From an optimization exercise on the open Yosys and OpenROAD flow, aimed at small area, a short achievable clock period and few clock cycles per item; shortcuts taken in it are not production practice.
No functional check of the RTL was part of any run shown here.
Power is estimated from default activity; no workload was simulated.

==> design/flow/design.v <==
module modbus_rx (
    input  wire       clk,
    input  wire       rst,         
    input  wire       in_valid,
    output wire       in_ready,
    input  wire [7:0] in_data,
    output wire       out_valid,
    input  wire       out_ready,
    output wire [7:0] out_data,
    output wire       out_last
);
    localparam integer L  = 261;       
    localparam integer DA = L - 1;     
    localparam integer TA = DA - 1;    
    localparam integer J  = 8;         
    localparam integer Q  = 16;        
    localparam integer QB = 4;         
    localparam [1:0] T_OK  = 2'd0;
    localparam [1:0] T_FC  = 2'd1;
    localparam [1:0] T_CRC = 2'd2;
    localparam [8:0] LM1 = L - 1;
    reg  [8*L-1:0] ring;
    wire     [7:0] ring_in;
    always @(posedge clk)
        ring <= {ring[8*(L-1)-1:0], ring_in};
    localparam [2:0] P_F0 = 3'd0, P_F1 = 3'd1, P_BC = 3'd2, P_DT = 3'd3,
                     P_CL = 3'd4, P_CH = 3'd5;
    reg        in_rdy;
    reg  [8:0] lw;                 
    reg  [2:0] ext;                
    reg  [2:0] pst;                
    reg  [7:0] dc;                 
    reg [15:0] crc;
    reg  [7:0] crc_lo;
    reg        lo_mm;              
    reg        fc_ok;
    reg  [8:0] le;                 
    wire       le1 = (le == 9'd1);
    assign in_ready = in_rdy;
    wire acc    = in_valid & in_rdy;
    wire lw0    = (lw == 9'd0);
    wire ext_wr = (ext != 3'd0) && lw0 && !le1;
    wire [7:0] ext_byte = (ext == 3'd4) ? crc_lo :
                          (ext == 3'd3) ? crc[15:8] :
                          (ext == 3'd2) ? crc[7:0] : 8'h00;
    assign ring_in = acc ? in_data : ext_wr ? ext_byte : ring[8*L-1 -: 8];
    reg [15:0] crc_next;
    integer i;
    always @* begin
        crc_next = ((pst == P_F0) ? 16'hFFFF : crc) ^ {8'h00, in_data};
        for (i = 0; i < 8; i = i + 1)
            crc_next = crc_next[0] ? ((crc_next >> 1) ^ 16'hA001) : (crc_next >> 1);
    end
    wire last_in  = acc && (pst == P_CH);
    wire crc_bad  = lo_mm || (in_data != crc[15:8]);
    wire ext_set  = last_in && crc_bad;
    wire [1:0] push_type = crc_bad ? T_CRC : (fc_ok ? T_OK : T_FC);
    reg  [1:0]   q_mem [0:Q-1];
    reg [QB-1:0] q_wp, q_rp;
    reg  [QB:0]  q_cnt;
    wire [1:0]   q_head = q_mem[q_rp];
    wire         q_ne   = (q_cnt != 0);
    localparam [2:0] E_H0 = 3'd0, E_J0 = 3'd1, E_J1 = 3'd2, E_J2 = 3'd3,
                     E_J3 = 3'd4, E_BD = 3'd5;
    reg  [2:0] est;
    reg  [1:0] etype;
    reg  [8:0] er;                 
    reg        eodd;
    reg  [7:0] ad;                 
    reg  [7:0] ta;
    integer k;
    always @* begin
        ta = ring[8*TA +: 8];
        for (k = 1; k < J; k = k + 1)
            if (le[2:0] == k) ta = ring[8*((TA + k) % L) +: 8];
    end
    wire e_ok  = (etype == T_OK);
    wire e_crc = (etype == T_CRC);
    wire [8:0] bc_ext = {1'b0, ad} + (e_crc ? 9'd4 : 9'd0);
    reg       e_emit, e_last;
    reg [7:0] e_byte;
    always @* begin
        e_emit = 1'b0; e_last = 1'b0; e_byte = 8'h00;
        case (est)
            E_H0: begin e_emit = 1'b1; e_byte = {7'd0, q_head != T_OK}; end
            E_J0: begin e_emit = 1'b1;
                        e_byte = e_ok ? ta : e_crc ? 8'h03 : 8'h04; end
            E_J1: begin e_emit = 1'b1;
                        e_byte = e_ok ? ta : e_crc ? 8'h04 : 8'h00;
                        e_last = !e_ok && !e_crc; end
            E_J2: begin e_emit = e_ok; end
            E_J3: begin e_emit = e_ok; e_byte = {1'b0, ad[7:1]};
                        e_last = (ad[7:1] == 7'd0); end
            default: begin
                if (e_ok) begin
                    e_emit = (er > {8'd0, eodd});
                    e_byte = ad;
                    e_last = eodd ? (er == 9'd2) : (er == 9'd1);
                end else if (e_crc) begin
                    e_emit = (er <= 9'd4);
                    e_byte = ta;
                    e_last = (er == 9'd1);
                end
            end
        endcase
    end
    reg       v0, l0;
    reg [7:0] d0;
    assign out_valid = v0;
    assign out_data  = d0;
    assign out_last  = l0;
    wire win   = (le < J);
    wire blk   = !q_ne && (est == E_BD) && e_crc && ({6'd0, ext} > er);
    wire e_can = win && !blk && ((est != E_H0) || q_ne);
    wire load  = !v0 || out_ready;
    wire adv   = e_can && (!e_emit || load);
    wire q_pop = adv && (est == E_H0);
    wire q_push = last_in;
    wire wr      = acc || ext_wr;
    wire lw0_n   = (lw0 && wr) || (lw == LM1);
    wire ext0_n  = !ext_set && ((ext == 3'd0) || (ext == 3'd1 && ext_wr));
    wire le1_n   = adv ? le1 : (le == 9'd0);
    wire [QB:0] q_cnt_n = q_cnt + {{QB{1'b0}}, q_push} - {{QB{1'b0}}, q_pop};
    always @(posedge clk) begin
        if (rst) begin
            in_rdy <= 1'b1;
            lw     <= 9'd0;
            ext    <= 3'd0;
            pst    <= P_F0;
            q_wp   <= 0;
            q_rp   <= 0;
            q_cnt  <= 0;
            est    <= E_H0;
            le     <= 9'd2;
            v0     <= 1'b0;
        end else begin
            in_rdy <= lw0_n && ext0_n && !le1_n && (q_cnt_n != Q);
            lw     <= (lw0 && wr) ? 9'd0 : (lw == LM1) ? 9'd0 : lw + 9'd1;
            ext    <= ext_set ? 3'd4 : ext_wr ? ext - 3'd1 : ext;
            q_cnt  <= q_cnt_n;
            if (q_push) q_wp <= q_wp + 1'b1;
            if (q_pop)  q_rp <= q_rp + 1'b1;
            if (acc) begin
                case (pst)
                    P_F0: pst <= P_F1;
                    P_F1: pst <= P_BC;
                    P_BC: pst <= (in_data == 8'd0) ? P_CL : P_DT;
                    P_DT: if (dc == 8'd1) pst <= P_CL;
                    P_CL: pst <= P_CH;
                    default: pst <= P_F0;
                endcase
            end
            if (!adv) begin
                le <= (le == LM1) ? 9'd0 : le + 9'd1;
            end else begin
                case (est)
                    E_H0: est <= E_J0;
                    E_J0: est <= E_J1;
                    E_J1: est <= E_J2;
                    E_J2: est <= E_J3;
                    E_J3: est <= (bc_ext == 9'd0) ? E_H0 : E_BD;
                    default: if (er == 9'd1) est <= E_H0;
                endcase
            end
            if (load) v0 <= e_can && e_emit;
        end
        if (acc) begin
            if (pst != P_CL && pst != P_CH) crc <= crc_next;
            if (pst == P_F1) fc_ok <= (in_data == 8'h03) || (in_data == 8'h04);
            if (pst == P_BC) dc <= in_data;
            if (pst == P_DT) dc <= dc - 8'd1;
            if (pst == P_CL) begin
                crc_lo <= in_data;
                lo_mm  <= (in_data != crc[7:0]);
            end
        end
        if (q_push) q_mem[q_wp] <= push_type;
        if (adv) begin
            ad <= ta;
            if (est == E_H0) etype <= q_head;
            if (est == E_J3) begin
                er   <= bc_ext;
                eodd <= ad[0];
            end
            if (est == E_BD) er <= er - 9'd1;
        end
        if (load) begin
            d0 <= e_byte;
            l0 <= e_last;
        end
    end
endmodule
==> design/flow/run.sh <==
#!/bin/bash
# synth_recipe.tcl (not shown) runs the flow's synth.tcl, then flattens the netlist and writes it again
# the make line also repeats each setting of config.mk as NAME=value (left out here)
make -C /OpenROAD-flow-scripts/flow DESIGN_CONFIG=/design/flow/config.mk WORK_HOME=/design/flow/orfs CLKGATE_MAP_FILE= SYNTH_SCRIPT=/design/flow/synth_recipe.tcl finish
==> design/flow/config.mk <==
export PLATFORM = sky130hd
export DESIGN_NAME = modbus_rx
export DESIGN_NICKNAME = modbus_rx
export VERILOG_FILES = /design/flow/design.v
export SDC_FILE = /design/flow/constraint.sdc
export NUM_CORES = 4
export LEC_CHECK = 0
export CAP_MARGIN = 20
export CORE_MARGIN = 2
export CORE_UTILIZATION = 40
export SLEW_MARGIN = 20
==> design/flow/constraint.sdc <==
create_clock -name core_clock -period 10.0 [get_ports {clk}]
set_input_delay 2.0000 -clock core_clock [delete_from_list [all_inputs] [get_ports {clk}]]
set_output_delay 2.0000 -clock core_clock [all_outputs]
set_load 0.01 [all_outputs]
==> results of run 1 <==
state kept, by name, summed over array words and instances (netlist names), 2 cells and up, named ones only:
name and count:
est 3, ext 3, ad 8, crc 16, le 9, lw 9
ring 2088, q_cnt 5, q_wp 4, pst 3, er 9, d0 8
dc 8, q_mem 32, q_rp 4, crc_lo 8, etype 2
layout make-up:
cell class,count,area (um^2),area share (%)
inverters,32,120,0.202
repair buffers,31,288,0.485
well taps,1650,2060,3.48
clock inverters,71,938,1.58
clock buffers,289,5890,9.93
flip-flops and latches,2229,45600,76.8
multi-input cells,647,4470,7.53
synthesized netlist by cell type, drive strengths merged, types with 7 or more instances:
master and count:
nand3 17, clkbuf 45, nor2b 15, or2 9, xor2 33, dfxtp 2134
nand2 81, a222oi 8, edfxtp 95, nor3 25, a21oi 44, o21ai 59
nor4 13, xnor2 54, mux4 10, nor2 97, ha 35, and3 10
nand3b 8, nand2b 12, nand4 7, inv 31, buf 10
placed cells by master, fill, tap and decap left out, drive strengths merged, types with 5 or more instances in the layout:
master and instances:
mux2 6, and3 10, clkdlybuf4s50 22, nor2b 15, nand2 81, nand2b 12
nor3 25, nor3b 6, a2111oi 5, mux4 10, mux2i 6, buf 9
or2 9, clkinv 43, xnor2 54, inv 38, ha 35, dfxtp 2134
nor4 13, o21ai 59, o211ai 5, nand3 17, nand4 7, clkinvlp 7
bufinv 15, and2 6, nor2 97, a21oi 44, clkbuf 289, nand3b 8
edfxtp 95, xor2 33, a21o 6, a222oi 8
worst max path at each step:
stage	startpoint	to	slack (ns)
finish	out_ready	in_rdy$_SDFF_PP1_	5.27
CTS	out_ready	in_rdy$_SDFF_PP1_	5.32
detailed placement	out_ready	in_rdy$_SDFF_PP1_	4.46
global route	etype[1]$_DFFE_PP_	in_rdy$_SDFF_PP1_	5.02
floorplan	out_ready	in_rdy$_SDFF_PP1_	5.68
global placement	out_ready	in_rdy$_SDFF_PP1_	4.49
stage by stage:
step / total power (uW) / setup slack, ns / hold slack [ns] / instances / area [um^2]
2_1_floorplan: 10900 / 5.68 / 0.310 / 2963 / 50400
3_3_place_gp: 11300 / 4.49 / 0.310 / 4589 / 52500
3_5_place_dp: 11300 / 4.46 / 0.312 / 4589 / 52500
4_1_cts: 19000 / 5.32 / 0.285 / 4949 / 59300
5_1_grt: 19600 / 5.02 / 0.296 / 4949 / 59300
6_report: 18800 / 5.27 / 0.295 / 4949 / 59300
per-layer routing:
metal / share of wire (%) / vias up
met5: 0.015 / -
met4: 3.2 / 2
met3: 5.8 / 150
met2: 38 / 389
met1: 53 / 9344
li1: - / 9968
power by group:
part           leakage (uW)  total (uW)  internal, uW  switching (uW)
combinational       0.00183        1100           462             640
clock               0.00335        7620          4490            3120
sequential           0.0182       10000          9720             328
total                0.0234       18800         14700            4090
cell families after synthesis:
kind of cell,Yosys count
adders and majority gates,36
and+or+nand+nor,319
buffers and inverters,87
AOI/OAI and AO/OA,181
muxes,22
xor gates and xnor gates,89
DFF,2229
==> flow_metrics.py, run 1 <==
metrics = {
    "setup_path": {
        "worst_ep_required_time_ns": 10.69,
        "reg2reg_to": "in_rdy$_SDFF_PP1_",
        "worst_r2r_path_depth": 14,
        "timing.critical_path.max_delay_family": "compound AO/OA/AOI/OAI gates",
        "critical_path.max_fanout": 11,
        "r2r_setup_slack_ns": 5.35,
        "kind_of_start_point_of_the_critical_path": "input pin",
        "path_cells": "clkdlybuf4s50_1 > nor2b_1 > o41a_1 > nor3_4 > xor2_1 > ha_1 > fa_1 > a21oi_1 > o21bai_1 > xnor2_1 > nand4b_1 > nand4b_1 > a221oi_2",
        "cp-end-kind": "flop",
        "worst_ep_arrival_time_ns": 5.43,
        "worst_path_max_delay_cell": "sky130_fd_sc_hd__o41a_1",
        "crit_buf_inv": 1,
        "critical_path_cell_count": 13,
        "critical-path-top-cell-by-count": "sky130_fd_sc_hd__nand4b_1",
        "criticalPathCategory": "in2reg",
        "cp_slowest_stage_delay_ns": 0.65,
        "r2r-start": "etype[1]$_DFFE_PP_",
    },
    "timing": {
        "final.period_utilization_pct": 47.3,
        "max_freq_ghz": 0.211,
        "max_slew_margin_pct": 38.1,
        "hold_viol_final": 0,
        "max_slew.worst_pin.slew_ns": 0.926,
        "totalNegativeSetupSlack_ns": 0,
        "finalSetupViolations": 0,
        "rsz0062_at_grt": "no",
        "finalWorstPathRequiredPeriod_ns": 4.73,
        "final.setup_skew_ns": 0.0323,
        "drv_slew": 0,
    },
    "clock_tree": {
        "clock_sink_count": 2229,
        "max-clock-path-buffers": 3,
        "post_cts_resized": 0,
        "clk_pin_slew_worst_paths_ns": 0.06,
        "cts_tree": "built",
        "cts_hold_bufs": 0,
        "ctsRootBufferMaster": "sky130_fd_sc_hd__clkbuf_16",
        "worstSkewPairLatency_ns": 0.78,
        "cts_max_level": 4,
        "numCtsBuffers": 197,
        "cts.repair_timing.setup_buffer_count": 0,
    },
    "worst_hold_path": {
        "hold_path_startpoint": "ring[800]$_DFF_P_",
        "whs_path_depth": 0,
        "timing.hold.worst.class": "reg2reg",
        "hold_path_end": "ring[808]$_DFF_P_",
    },
    "logic_synthesis": {
        "synthesis.area_mm2": 0.0504,
        "postSynthRegisterBits": 2229,
        "post_synth_inst_count": 2963,
        "ys_async_sr_fraction_pct": 0,
        "synth_nets": 3011,
        "yosys-top-cells-area": "sky130_fd_sc_hd__dfxtp_1, sky130_fd_sc_hd__edfxtp_1, sky130_fd_sc_hd__xnor2_1",
        "synth_fa_ha_area_share_pct": 0.909,
        "netlist.top_cell.by_area": "sky130_fd_sc_hd__dfxtp_1",
        "synth.yosys.warnings": 1,
        "post_synth_mux_area_share_pct": 0.700,
        "synth_edf_count": 95,
        "post_synthesis_sequential_area_ratio_pct": 90.4,
        "postSynthAreaPerCell_um2": 17.0,
        "dominant_combinational_cell_family_by_area_after_synthesis": "simple AND/OR/NAND/NOR gates",
        "synthesized_area_fraction_occupied_by_ao_oa_aoi_and_oai_cells_pct": 2.45,
        "synth_xor_xnor_area_share_pct": 1.60,
        "synth_top_cell_area_share_pct": 84.8,
        "synthSimpleGateAreaFrac_pct": 3.17,
        "ys_types": 80,
        "synth_top_flop_cell": "sky130_fd_sc_hd__dfxtp_1",
    },
    "power_and_ir_drop": {
        "p_leak_uw": 0.0234,
        "p_per_area_mw_per_mm2": 316,
        "max-vdd-ir-drop_mv": 0.192,
    },
    "global_routing": {
        "largest_net_degree_at_the_start_of_global_routing": 29,
        "first_global_vias": 19881,
        "globalRouteOverflowTotal": 0,
        "groute.layer.met2.usage_pct": 12.6,
        "grt_util_met1_pct": 14.1,
        "antenna_found_initial": 1,
        "grtUsageTotal_pct": 9.73,
        "globalRoute.busiestLayer": "met1",
        "wire_length_of_the_first_global_routing_pass_mm": 103,
        "grt_use_met3_pct": 3.26,
    },
    "floorplan": {
        "rows": 130,
        "start_util_pct": 40.2,
        "chipHeight_um": 359,
        "boundaryPins": 23,
        "fp.dieArea_mm2": 0.129,
        "fp.coreArea_mm2": 0.125,
        "dieWidth_um": 359,
    },
    "placed_design": {
        "detailedPlacementHpwl_mm": 31.4,
        "port_buffers": 22,
        "routabilityCongestion": 0.812,
    },
    "drt": {
        "drt_wl_total_mm": 61.0,
        "drcViolationCount": 0,
        "vias_per_cell": 4.01,
        "drt-pass1-iter-count": 5,
        "detail_route.iter0.violations": 1066,
        "via_count": 19853,
        "detail-route-antenna-nets": 0,
        "wire_per_inst_um": 12.3,
    },
    "finish": {
        "finalCoreUtilization_pct": 47.3,
        "antennaDiodeCount": 0,
        "area_delta_synth_final_pct": 17.7,
        "final_nets": 3186,
        "nFillCells": 10451,
        "fraction_of_layout_cells_with_a_size_suffix_above_1_pct": 11.3,
    },
    "flow_run": {
        "number_of_max_capacitance_violations_reported": 0,
    },
    "run_status": {
        "run_status": "no timing/DRC/antenna violations",
    },
}
==> run 2: changes to the inputs <==
--- a/design/flow/config.mk
+++ b/design/flow/config.mk
@@ -8,4 +8,8 @@
 export CAP_MARGIN = 20
 export CORE_MARGIN = 2
-export CORE_UTILIZATION = 40
+export CORE_UTILIZATION = 65
+export CTS_BUF_LIST = sky130_fd_sc_hd__clkbuf_8
+export CTS_CLUSTER_SIZE = 32
+export HOLD_SLACK_MARGIN = 0
+export PLACE_DENSITY = 0.75
 export SLEW_MARGIN = 20
==> run 2 against run 1 <==
Net effect: first-iteration DRC count is 0.75% lower; via count is 4.9% higher; utilization is 28 points higher; critical path depth is 1 higher; fmax is 1.3% higher; synthesized cell count stayed put.
==> flow_metrics.py, run 2 <==
metrics = {
    "run_status": {
        "run_status": "no timing/DRC/antenna violations",
    },
    "power_and_ir_drop": {
        "power_frac_seq_pct": 55.2,
        "p_per_area_mw_per_mm2": 315,
        "total_switching_power_uw": 4310,
        "cell_internal_power_uw": 14000,
        "pwr-share-comb_pct": 6.1,
        "switching_share_pct": 23.5,
        "max-vdd-ir-drop_mv": 0.253,
        "p_leak_uw": 0.0237,
        "power_frac_clock_pct": 38.7,
        "power_uw": 18300,
    },
    "setup_path": {
        "cp-end-kind": "flop",
        "worst_r2r_path_depth": 14,
        "worst_ep_required_time_ns": 10.76,
        "timing.critical_path.max_delay_family": "simple AND/OR/NAND/NOR gates",
        "critical-path-top-cell-by-count": "sky130_fd_sc_hd__nand4b_1",
        "reg2reg_to": "in_rdy$_SDFF_PP1_",
        "r2r-start": "etype[0]$_DFFE_PP_",
        "cp_slowest_stage_delay_ns": 0.68,
        "kind_of_start_point_of_the_critical_path": "flop",
        "criticalPathCategory": "reg2reg",
        "r2r_setup_slack_ns": 5.33,
        "worst_path_max_delay_cell": "sky130_fd_sc_hd__o41a_1",
        "path_cells": "nor2b_1 > nand3_1 > nor3_1 > o41a_1 > nor3_4 > xor2_1 > ha_1 > fa_1 > a21oi_1 > o21bai_1 > xnor2_1 > nand4b_1 > nand4b_1 > a221oi_2",
        "worst_ep_arrival_time_ns": 5.43,
        "critical_path.max_fanout": 11,
        "crit_buf_inv": 0,
    },
    "logic_synthesis": {
        "post_synthesis_sequential_area_ratio_pct": 90.4,
        "synthesized_area_fraction_occupied_by_ao_oa_aoi_and_oai_cells_pct": 2.45,
        "post_synth_inst_count": 2963,
        "synth_most_common_cell": "sky130_fd_sc_hd__dfxtp_1",
        "synth_top_cell_area_share_pct": 84.8,
        "yosys-top-cells-area": "sky130_fd_sc_hd__dfxtp_1, sky130_fd_sc_hd__edfxtp_1, sky130_fd_sc_hd__xnor2_1",
        "dominant_combinational_cell_family_by_area_after_synthesis": "simple AND/OR/NAND/NOR gates",
        "ys_async_sr_fraction_pct": 0,
        "synth_edf_count": 95,
        "netlist.top_cell.by_area": "sky130_fd_sc_hd__dfxtp_1",
        "synth.yosys.warnings": 1,
        "post_synth_mux_area_share_pct": 0.700,
        "synth_fa_ha_area_share_pct": 0.909,
        "synth_top_flop_cell": "sky130_fd_sc_hd__dfxtp_1",
        "post_synth_most_frequent_cells": "sky130_fd_sc_hd__dfxtp_1, sky130_fd_sc_hd__nor2_1, sky130_fd_sc_hd__edfxtp_1, sky130_fd_sc_hd__nand2_1, sky130_fd_sc_hd__o21ai_0",
        "postSynthAreaPerCell_um2": 17.0,
        "postSynthRegisterBits": 2229,
        "synthSimpleGateAreaFrac_pct": 3.17,
        "ys_types": 80,
        "synthesis.area_mm2": 0.0504,
        "synth_xor_xnor_area_share_pct": 1.60,
        "synth_nets": 3011,
    },
    "timing": {
        "hold_slack_ns": 0.275,
        "drv_slew": 0,
        "max_freq_ghz": 0.214,
        "finalWorstPathRequiredPeriod_ns": 4.67,
        "totalNegativeSetupSlack_ns": 0,
        "final.period_utilization_pct": 46.7,
        "max_slew_margin_pct": 31.5,
        "hold_viol_final": 0,
        "final.setup_skew_ns": 0.0758,
        "rsz0062_at_grt": "no",
        "finalSetupViolations": 0,
        "max_slew.worst_pin.slew_ns": 1.01,
    },
    "clock_tree": {
        "max-clock-path-buffers": 4,
        "worstSkewPairLatency_ns": 0.93,
        "cts.repair_timing.setup_buffer_count": 0,
        "ctsRootBufferMaster": "sky130_fd_sc_hd__clkbuf_8",
        "clock_sink_count": 2229,
        "cts_max_level": 5,
        "clk_pin_slew_worst_paths_ns": 0.07,
        "cts_hold_bufs": 0,
        "cts_tree": "built",
        "post_cts_resized": 0,
        "numCtsBuffers": 317,
    },
    "floorplan": {
        "fp.coreArea_mm2": 0.0771,
        "boundaryPins": 23,
        "fp.dieArea_mm2": 0.0798,
        "start_util_pct": 65.4,
        "rows": 102,
        "chipHeight_um": 282,
        "dieWidth_um": 282,
    },
    "drt": {
        "wire_per_inst_um": 17.5,
        "vias_per_cell": 4.61,
        "via_count": 20835,
        "drt-pass1-iter-count": 5,
        "drcViolationCount": 0,
        "detail-route-antenna-nets": 0,
        "detail_route.iter0.violations": 1058,
        "drt_wl_total_mm": 79.1,
    },
    "worst_hold_path": {
        "whs_path_depth": 0,
        "hold_path_startpoint": "ring[1384]$_DFF_P_",
        "hold_path_end": "ring[1392]$_DFF_P_",
        "timing.hold.worst.class": "reg2reg",
    },
    "global_routing": {
        "first_global_vias": 23456,
        "wire_length_of_the_first_global_routing_pass_mm": 129,
        "antenna_found_initial": 1,
        "globalRouteOverflowTotal": 0,
        "largest_net_degree_at_the_start_of_global_routing": 29,
        "grtUsageTotal_pct": 20.8,
    },
    "flow_run": {
        "number_of_max_capacitance_violations_reported": 0,
    },
    "finish": {
        "most-common-layout-cells": "sky130_fd_sc_hd__dfxtp_1, sky130_fd_sc_hd__clkbuf_8, sky130_fd_sc_hd__inv_1",
        "final_nets": 3304,
        "reg.largest.list": "ring: 2088 flops, q_mem: 32 flops, crc: 16 flops",
        "area_delta_synth_final_pct": 15.3,
        "layout_commonest_cell": "sky130_fd_sc_hd__dfxtp_1",
        "number_of_flip_flops_under_the_largest_register_name": 2088,
        "regMostFlops": "ring",
        "fraction_of_layout_cells_with_a_size_suffix_above_1_pct": 14.4,
    },
    "placed_design": {
        "port_buffers": 22,
        "detailedPlacementHpwl_mm": 36.4,
        "routabilityCongestion": 0.774,
    },
}
[run 2: cell counts after synthesis]
Identical to the previous run, type by type.
[run 2: power groups by stage]
stage / Sequential, uW / Clock, uW / Combinational, uW
floorplan: 10100 / 0 / 833
global placement: 10200 / 0 / 1090
detailed placement: 10300 / 0 / 1110
CTS: 10100 / 7270 / 1120
global route: 10200 / 7610 / 1230
finish: 10100 / 7080 / 1110
[run 2: worst max path at each step]
stage	startpoint	end	slack (ns)	cells past startpoint
3_5_place_dp	out_ready	in_rdy$_SDFF_PP1_	4.48	13
3_3_place_gp	out_ready	in_rdy$_SDFF_PP1_	4.51	13
2_1_floorplan	out_ready	in_rdy$_SDFF_PP1_	5.68	12
5_1_grt	est[2]$_SDFFE_PP0P_	in_rdy$_SDFF_PP1_	4.93	14
6_report	etype[0]$_DFFE_PP_	in_rdy$_SDFF_PP1_	5.33	14
4_1_cts	etype[1]$_DFFE_PP_	in_rdy$_SDFF_PP1_	5.30	14
[run 2: worst reg2reg max path, stage by stage (launching register included)]
cell                       delay [ns]
sky130_fd_sc_hd__edfxtp_1        0.56
sky130_fd_sc_hd__nor2b_1         0.54
sky130_fd_sc_hd__nand3_1         0.30
sky130_fd_sc_hd__nor3_1          0.51
sky130_fd_sc_hd__o41a_1          0.68
sky130_fd_sc_hd__nor3_4          0.14
sky130_fd_sc_hd__xor2_1          0.19
sky130_fd_sc_hd__ha_1            0.22
sky130_fd_sc_hd__fa_1            0.40
sky130_fd_sc_hd__a21oi_1         0.17
sky130_fd_sc_hd__o21bai_1        0.09
sky130_fd_sc_hd__xnor2_1         0.18
sky130_fd_sc_hd__nand4b_1        0.19
sky130_fd_sc_hd__nand4b_1        0.14
sky130_fd_sc_hd__a221oi_2        0.27
[run 2: kinds of logic (layout without fill, tap and decap cells)]
kind of cell	Yosys count	count (layout)
xor gates and xnor gates	89	89
muxes	22	22
other	0	1
adders and majority gates	36	36
buffers and inverters	87	601
DFF	2229	2229
and+or+nand+nor	319	319
AOI/OAI and AO/OA	181	181
[run 2: cell type report]
type / instances / area [um^2]
flip-flops and latches: 2229 / 45600
fillers: 3914 / 19000
clock buffers: 397 / 5460
multi-input cells: 647 / 4480
well taps: 1040 / 1300
clock inverters: 143 / 881
repair buffers: 29 / 273
inverters: 32 / 120
diodes: 1 / 2.50
[run 2: through the flow]
stage / setup WS [ns] / util, % / instances / cell area, um^2
6_report: 5.33 / 75.4 / 4518 / 58100
3_5_place_dp: 4.48 / 67.1 / 3977 / 51700
5_1_grt: 4.93 / 75.4 / 4518 / 58100
4_1_cts: 5.30 / 75.3 / 4517 / 58100
2_1_floorplan: 5.68 / - / 2963 / 50400
3_3_place_gp: 4.51 / 67.1 / 3977 / 51700
[run 2: metal layers]
| layer | vias to the layer above | GRT usage, % | wire [um] |
|---|---|---|---|
| met2 | 407 | 34.1 | 39100 |
| met5 | - | 0 | 0 |
| li1 | 10230 | - | - |
| met3 | 125 | 5.14 | 3200 |
| met1 | 10073 | 27.1 | 35400 |
| met4 | 0 | 7.46 | 1410 |

-- afterwards: timing with drivers on the ports --
In the flow no input, the clock included, has a driving cell. The finished layouts below were timed again as built, in two steps.
Step 1, drivers: a clkbuf_16 drives clk and a buf_2 each remaining input, both assumed.
Step 2 times the ports against the registers' clock, not the clock port: input delays grow and output delays shrink by t, the midpoint of the rising clock arrivals with the driver on.
a / b / c = no drivers / after step 1 / after step 2; a / b = the first two.
run	t (ns)	setup slack, ns	latest minus earliest clock arrival (ns)	worst data-port slew with drivers (ns)	pins driven straight from the clock port
run 1	0.834	5.266 / 5.315 / 4.481	0.040 / 0.040	0.16	1
run 2	0.950	5.328 / 5.328 / 4.453	0.109 / 0.109	0.04	1
After both steps setup and hold are still met in every run listed. For run 2, which loses most, drivers alone change the setup slack by 0.000 ns; drivers and shift together by -0.875 ns.
